This is an optimization exercise on Yosys and OpenROAD, whose aim is small area, a short achievable clock period and few clock cycles, not a production implementation.
Where RTL was checked, it was by simulation tests only, not by an equivalence proof against the original.
Power is estimated from default activity; no workload was simulated.

## boo_encoder
module boo_encoder (
  input  wire       clk,
  input  wire       rst,         
  input  wire       in_valid,
  output wire       in_ready,
  input  wire [7:0] in_data,
  input  wire       in_eof,
  input  wire       in_err,
  output wire       out_valid,
  input  wire       out_ready,
  output wire [7:0] out_data,
  input  wire       out_err,
  output wire [2:0] seq,
  output wire [1:0] err
);
Size: about 370 cells after synthesis, ~60 flip-flops, ~30 I/O pins.
Settings: LEC_CHECK=0, CAP_MARGIN=20, CORE_MARGIN=2, CORE_UTILIZATION=60, SETUP_SLACK_MARGIN=2.8, SLEW_MARGIN=20, TNS_END_PERCENT=20; clock period 5.0 ns.
standard.sh (not shown) runs the stock make flow with config.mk's settings and CLKGATE_MAP_FILE= SYNTH_SCRIPT=/design/flow/synth_recipe.tcl, a recipe that flattens the netlist after the stock synthesis.
==> flow/flow/run.sh <==
#!/bin/bash
# The standard layout, with plain buffers (not delay cells) on the ports and
# a clock tree of larger sink clusters without dummy balancing loads.
set -euo pipefail
bash standard.sh 'BUFFER_PORTS_ARGS=-buffer_cell sky130_fd_sc_hd__buf_2' \
  'CTS_ARGS=-sink_clustering_enable -repair_clock_nets -dont_use_dummy_load -sink_clustering_size 30 -sink_clustering_max_diameter 200' \
  finish > standard_flow.log 2>&1
Testbench counts at the start, summed over its fixed seeds: cycles 37,727.
Next try:
==> flow/flow/run.sh (replaced) <==
#!/bin/bash
# The standard layout, with plain buffers (not delay cells) on the ports and
# a clock tree of larger sink clusters without dummy balancing loads.
set -euo pipefail
bash standard.sh 'BUFFER_PORTS_ARGS=-buffer_cell sky130_fd_sc_hd__buf_2' \
  'CTS_ARGS=-sink_clustering_enable -repair_clock_nets -dont_use_dummy_load -sink_clustering_size 60 -sink_clustering_max_diameter 200' \
  finish > standard_flow.log 2>&1
TNS_END_PERCENT = not set   (was 20)
=>
- final area increases by a few percent
- clock-buffer cell count does not change
- die area stays the same
- hold slack barely changes
- setup slack gains 69 ps
- final cell count increases slightly
- area after synthesis stays the same
- total power stays flat
- wire length increases by a few percent
- sequential share of layout area decreases by 0.44 points
- sequential cell count stays the same

========
boo_encoder, a different RTL version from the one above (not shown whole).
Size in the first run: roughly 360 cells after synthesis, ~30 I/O pins, roughly 3300 sq um of cells after synthesis.
==> flow/design.v (excerpt) <==
module boo_encoder (
  input  wire       clk,
  input  wire       rst,         
  input  wire       in_valid,
  output wire       in_ready,
  input  wire [7:0] in_data,
  input  wire       in_eof,
  input  wire       in_err,
  output wire       out_valid,
  input  wire       out_ready,
  output wire [7:0] out_data,
  input  wire       out_err,
  output wire [2:0] seq,
  output wire [1:0] err
);
clock: 5.0 ns
lec_check: 0
cap_margin: 20
core_margin: 2
core_utilization: 40
setup_slack_margin: 2.6
slew_margin: 20
run.sh (not shown) runs the stock make flow with config.mk's settings and CLKGATE_MAP_FILE= SYNTH_SCRIPT=/design/flow/synth_recipe.tcl, a recipe that flattens the netlist after the stock synthesis.
Stock flow here: none of the scripts above is used.
Next try:
SETUP_SLACK_MARGIN = 2.8   (was 2.6)
The new run finished with timing, DRC and antenna clean.
Combinational power grows by about a fifth.
Area after synthesis stays the same.
Clock skew stays flat.
Power grows by a little under a tenth.
Wire length grows by roughly a tenth.
Via count grows by a little under a tenth.
Hold slack gains 0.0066 ns.
Core utilization grows by 5.9 points.
Next try:
==> flow/flow/run.sh (new file) <==
#!/bin/bash
# The standard layout, with plain buffers (not delay cells) on the ports.
set -euo pipefail
bash standard.sh 'BUFFER_PORTS_ARGS=-buffer_cell sky130_fd_sc_hd__buf_2' finish > standard_flow.log 2>&1
==> flow/standard.sh (new file) <==
#!/bin/bash
# synth_recipe.tcl (not shown) runs the flow's synth.tcl, then flattens the netlist and writes it again
# the make line also repeats each setting of config.mk as NAME=value (left out here)
make -C /OpenROAD-flow-scripts/flow DESIGN_CONFIG=/design/flow/config.mk WORK_HOME=/design/flow/orfs CLKGATE_MAP_FILE= SYNTH_SCRIPT=/design/flow/synth_recipe.tcl "${@:-finish}"
SETUP_SLACK_MARGIN = 3.1   (was 2.8)
removed: flow/run.sh
=>
- global-route usage rose by 1.2 points
- via count rose by 5.0%
- clock-buffer cell count rose by 1
- design area rose by 5.1%
No functional check of the RTL was part of any run of this note.

========
The RTL this note starts from:
==> flow/design.v <==
module boo_encoder (
  input  wire       clk,
  input  wire       rst,         
  input  wire       in_valid,
  output wire       in_ready,
  input  wire [7:0] in_data,
  input  wire       in_eof,
  input  wire       in_err,
  output wire       out_valid,
  input  wire       out_ready,
  output wire [7:0] out_data,
  input  wire       out_err,
  output wire [2:0] seq,
  output wire [1:0] err
);
  localparam [2:0] PH_HDR  = 3'b000,    
                   PH_HLF  = 3'b001,    
                   PH_DAT  = 3'b010,    
                   PH_TRL  = 3'b011,    
                   PH_DONE = 3'b110,
                   PH_ABR  = 3'b100,    
                   PH_ABW  = 3'b101;    
  localparam [7:0] CH_CR = 8'h0D, CH_LF = 8'h0A;
  reg  [2:0] ph;
  reg        p_lf, p_c3, p_z;   
  reg        ov;
  reg  [7:0] od;
  reg        g1, g2;            
  reg  [6:0] acc;               
  reg        n0, n1, n78;       
  reg  [5:0] col;               
  reg        w4, w2;            
  reg  [1:0] fill;              
  reg        hd_v, hd_e, hd_z;
  reg  [7:0] hd_b;
  reg        ir_v, ir_e, ir_z;
  reg  [7:0] ir_b;
  assign out_valid = ov;
  assign out_data  = od;
  assign seq = {ph[2] & ~ph[1], ph[2] & ph[1], ph[1]};
  assign err = {ph[2] & ~ph[1] & ph[0], ph[2] & ~ph[1] & ~ph[0]};
  assign in_ready = ~ir_v;
  reg        sk_v, sk_t, od_t;    
  reg  [7:0] sk;
  wire slot     = ~sk_v;
  wire od_free  = ~ov | out_ready;
  wire out_fire = ov & out_ready;
  wire in_fire  = in_valid & in_ready;
  wire rd_fail  = in_fire & in_err;
  wire wr_fail  = out_fire & out_err;
  wire       src_v = hd_v;
  wire [7:0] sb    = hd_b;
  wire       kE    = hd_e;
  wire       kZ    = hd_z;                       
  wire       kN    = ~kE & ~kZ;
  wire hdr = (ph == PH_HDR);
  wire g0  = ~g1 & ~g2;
  reg  pnd;                                      
  wire nb  = ~n0 & ~n1;                          
  wire f0  = (fill == 2'd0);
  wire b0  = ~hdr & g0;
  wire sil = kZ & b0 & (p_c3 | n0 | (nb & ~n78));
  wire s_lit  = ~hdr & ~g0;                                 
  wire s_run  = kZ & b0 & n1 & ~w2;                         
  wire s_cut  = kZ & b0 & n78;                              
  wire s_c0   = kN & b0 & n0 & ~w4;                         
  wire s_zl   = ~kZ & b0 & n1 & ~w4;                        
  wire s_tn   = ~kZ & b0 & nb;                              
  wire s_pad  = kE & b0 & n0 & ~f0 & ~w2;                   
  wire s_trl  = kE & b0 & n0 & f0;                          
  wire s_wrap = b0 & ((kZ & n1 & w2) | (kN & (n0 | n1) & w4) |
                      (kE & ((n1 & w4) | (n0 & ~f0 & w2))));
  wire s_hb   = hdr & ~kE;
  wire s_he   = hdr & kE;
  wire do_pend = pnd & slot;
  wire do_sil  = src_v & sil & (~p_c3 | slot);
  wire do_step = src_v & ~sil & ~pnd & slot & (ph != PH_HLF);
  wire emit    = do_pend | do_step;
  wire tag     = p_lf & ph[0];             
  wire fin_step = (s_lit & ~kE) | s_run | s_cut | s_c0 | s_trl | s_hb | s_he;
  wire done     = do_sil | (do_step & fin_step);
  wire take     = ~hd_v | done;            
  wire [7:0] in_b = in_eof ? 8'h00 : in_data;
  wire       in_z = ~in_eof & (in_data == 8'h00);
  function [3:0] TU(input [2:0] u);       
    TU = {1'b0, u + 3'd3};
  endfunction
  wire       c_cr = ~pnd & (s_he | s_wrap | s_trl);
  wire       c_c1 = ~pnd & s_lit & g1;
  wire       c_c2 = ~pnd & s_lit & g2;
  wire       c_c0 = ~pnd & s_c0;
  wire       c_tn = ~pnd & s_tn;
  wire       c_tl = ~pnd & (s_run | s_cut | s_pad);
  wire [3:0] vl = ({4{p_lf}} & 4'hA) |
                  ({4{c_cr}} & 4'hD) |
                  ({4{p_c3}} & acc[3:0]) |
                  ({4{c_c1}} & sb[7:4]) |
                  ({4{c_c2}} & {acc[1:0], sb[7:6]}) |
                  ({4{c_c0}} & sb[5:2]) |
                  ({4{c_tn}} & acc[3:0]) |
                  ({4{c_tl}} & 4'hE);
  wire [3:0] vu = ({4{p_c3}} & TU({1'b0, acc[5:4]})) |
                  ({4{c_c1}} & TU({1'b0, acc[1:0]})) |
                  ({4{c_c2}} & TU({1'b0, acc[3:2]})) |
                  ({4{c_c0}} & TU({1'b0, sb[7:6]})) |
                  ({4{c_tn}} & TU(acc[6:4])) |
                  ({4{c_tl}} & 4'h7) |
                  ({4{p_z | (~pnd & s_zl)}} & 4'h3);       
  wire [7:0] ch = (~pnd & s_hb) ? sb : {vu, vl};
  wire op_load = do_step & (s_lit | s_c0);
  wire op_inc  = (do_sil & ~p_c3) | (do_step & s_run);
  wire op_set1 = (do_sil & p_c3) | (do_step & s_cut);
  wire op_set0 = (do_pend & p_c3) | (do_step & (s_zl | s_tn));
  wire col_clr  = do_step & s_wrap;
  wire col_inc1 = do_step & (s_run | s_pad);
  wire col_inc2 = do_step & (s_c0 | s_zl);
  reg  [2:0] ph_n;
  always @* begin
    ph_n = ph;
    if (do_step & s_trl) ph_n = PH_TRL;
    if (do_step & s_he)  ph_n = PH_HLF;
    if (out_fire && od_t) begin
      if (ph == PH_HLF && ph_n == PH_HLF) ph_n = PH_DAT;
      if (ph == PH_TRL) ph_n = PH_DONE;
    end
  end
  always @(posedge clk) begin
    if (rst) begin
      ph <= PH_HDR;
      ov <= 1'b0;
    end else if (wr_fail) begin
      ph <= PH_ABW;
      ov <= 1'b0;
    end else if (rd_fail) begin
      ph <= PH_ABR;
      ov <= 1'b0;
    end else if (ph[2]) begin
      ov <= 1'b0;                       
    end else begin
      ph <= ph_n;
      if (ph_n == PH_DONE) ov <= 1'b0;
      else if (od_free) ov <= sk_v | emit;
    end
  end
  always @(posedge clk) begin
    if (rst) begin
      p_lf   <= 1'b0;
      p_c3   <= 1'b0;
      p_z    <= 1'b0;
      pnd    <= 1'b0;
      g1     <= 1'b0;
      g2     <= 1'b0;
      acc    <= 7'd0;
      n0     <= 1'b1;
      n1     <= 1'b0;
      n78    <= 1'b0;
      col    <= 6'd0;
      w4     <= 1'b0;
      w2     <= 1'b0;
      fill   <= 2'd0;
      hd_v   <= 1'b0;
      ir_v   <= 1'b0;
      sk_v   <= 1'b0;
    end else begin
      sk_v <= ~od_free & (sk_v | emit);
      if (do_pend) begin
        p_lf <= 1'b0;
        p_c3 <= 1'b0;
        p_z  <= 1'b0;
        pnd  <= 1'b0;
      end
      if (do_step & ((s_lit & g2) | s_wrap | s_trl | s_he | s_pad))
        pnd <= 1'b1;
      if (do_step) begin
        if (s_lit & g2) p_c3 <= 1'b1;
        if (s_wrap | s_trl | s_he) p_lf <= 1'b1;
        if (s_pad) p_z <= 1'b1;
        if (s_lit) begin
          g1 <= g0;                     
          g2 <= g1;
        end
        if (s_c0 | s_zl) g1 <= 1'b1;
        if (s_lit & kE) fill <= g1 ? 2'd2 : (f0 ? 2'd1 : fill);
        if (s_pad) fill <= fill - 2'd1;
      end
      if (op_load) begin
        acc <= {1'b0, sb[5:0]};
      end else if (op_inc) begin
        acc <= acc + 7'd1;
        n0  <= 1'b0;
        n1  <= n0;
        n78 <= (acc == 7'd77);
      end else if (op_set1) begin
        acc <= 7'd1;
        n0  <= 1'b0;
        n1  <= 1'b1;
        n78 <= 1'b0;
      end else if (op_set0) begin
        acc <= 7'd0;
        n0  <= 1'b1;
        n1  <= 1'b0;
        n78 <= 1'b0;
      end
      if (col_clr) begin
        col <= 6'd0;
        w4  <= 1'b0;
        w2  <= 1'b0;
      end else if (col_inc1) begin
        col <= col + 6'd1;
        w4  <= (col >= 6'd34);
        w2  <= w4;
      end else if (col_inc2) begin
        col <= col + 6'd2;
        w4  <= (col >= 6'd33);
        w2  <= (col >= 6'd34);
      end
      if (take) hd_v <= ir_v | (in_fire & ~in_err);
      ir_v <= (ir_v & ~take) | (in_fire & ~in_err & ~(take & ~ir_v));
    end
  end
  always @(posedge clk) begin
    if (od_free) begin
      od   <= sk_v ? sk : ch;
      od_t <= sk_v ? sk_t : tag;
    end
    if (!sk_v) begin
      sk   <= ch;
      sk_t <= tag;
    end
    if (take) begin
      hd_b <= ir_v ? ir_b : in_b;
      hd_e <= ir_v ? ir_e : in_eof;
      hd_z <= ir_v ? ir_z : in_z;
    end
    if (in_ready) begin
      ir_b <= in_b;
      ir_e <= in_eof;
      ir_z <= in_z;
    end
  end
endmodule
clock: 5.0 ns
lec_check: 0
cap_margin: 20
core_margin: 2
core_utilization: 60
setup_slack_margin: 2.8
slew_margin: 20
standard.sh (not shown) runs the stock make flow with config.mk's settings and CLKGATE_MAP_FILE= SYNTH_SCRIPT=/design/flow/synth_recipe.tcl, a recipe that flattens the netlist after the stock synthesis.
==> flow/flow/run.sh <==
#!/bin/bash
# The standard layout, with plain buffers (not delay cells) on the ports and
# a clock tree of larger sink clusters without dummy balancing loads.
set -euo pipefail
bash standard.sh 'BUFFER_PORTS_ARGS=-buffer_cell sky130_fd_sc_hd__buf_2' \
  'CTS_ARGS=-sink_clustering_enable -repair_clock_nets -dont_use_dummy_load -sink_clustering_size 30 -sink_clustering_max_diameter 200' \
  finish > standard_flow.log 2>&1
==> next run, changes <==
--- a/flow/config.mk
+++ b/flow/config.mk
@@ -10,3 +10,3 @@
 export CORE_UTILIZATION = 60
-export SETUP_SLACK_MARGIN = 2.8
+export SETUP_SLACK_MARGIN = 3.0
 export SLEW_MARGIN = 20
The changed run completed without violations.
Area after synthesis stays the same.
First-iteration DRC count shrinks by 17%.
Setup slack gains 0.046 ns.
Cell count grows by 3.0%.
Via count rose by 6.1%.
Final area went up by 7.6%.
Power is higher by 3.3%.
No run of this note included a check of the RTL's function; only the layout flow was run.

## afterwards: timing with drivers on the ports
In the flow no input, the clock included, has a driving cell. The finished layouts below were timed again as built, in two steps. Step 1 (the two cells are an assumption about what drives the block):
set clk [get_ports {clk}]
set_driving_cell -lib_cell sky130_fd_sc_hd__clkbuf_16 $clk
set_driving_cell -lib_cell sky130_fd_sc_hd__buf_2 [delete_from_list [all_inputs] $clk]
Step 2 times the ports against the registers' clock, not the clock port: input delays grow and output delays shrink by t, the midpoint of the rising clock arrivals with the driver on. Slacks: no drivers / after step 1 / after step 2; pairs: no drivers / after step 1.
run | t, ns | setup WS [ns] | worst hold slack (ns) | pins driven straight from the clock port
the first run of note 1 | 0.360 | 2.761 / 2.732 / 2.511 | 0.470 / 0.470 / 0.470 | 1
the second run of note 1 | 0.360 | 2.829 / 2.801 / 2.532 | 0.470 / 0.470 / 0.470 | 1
the first run of note 2 | 0.383 | 2.683 / 2.650 / 2.377 | 0.476 / 0.476 / 0.476 | 1
the second run of note 2 | 0.379 | 2.794 / 2.794 / 2.439 | 0.483 / 0.483 / 0.483 | 1
the third run of note 2 | 0.373 | 2.783 / 2.783 / 2.500 | 0.481 / 0.481 / 0.481 | 1
the first run of note 3 | 0.364 | 2.831 / 2.803 / 2.843 | 0.466 / 0.466 / 0.466 | 1
the second run of note 3 | 0.366 | 2.877 / 2.872 / 2.708 | 0.461 / 0.461 / 0.461 | 1
After both steps setup and hold are still met in every run listed. For the second run of note 2, which loses most, drivers alone change the setup slack by 0.000 ns; drivers and shift together by -0.355 ns.
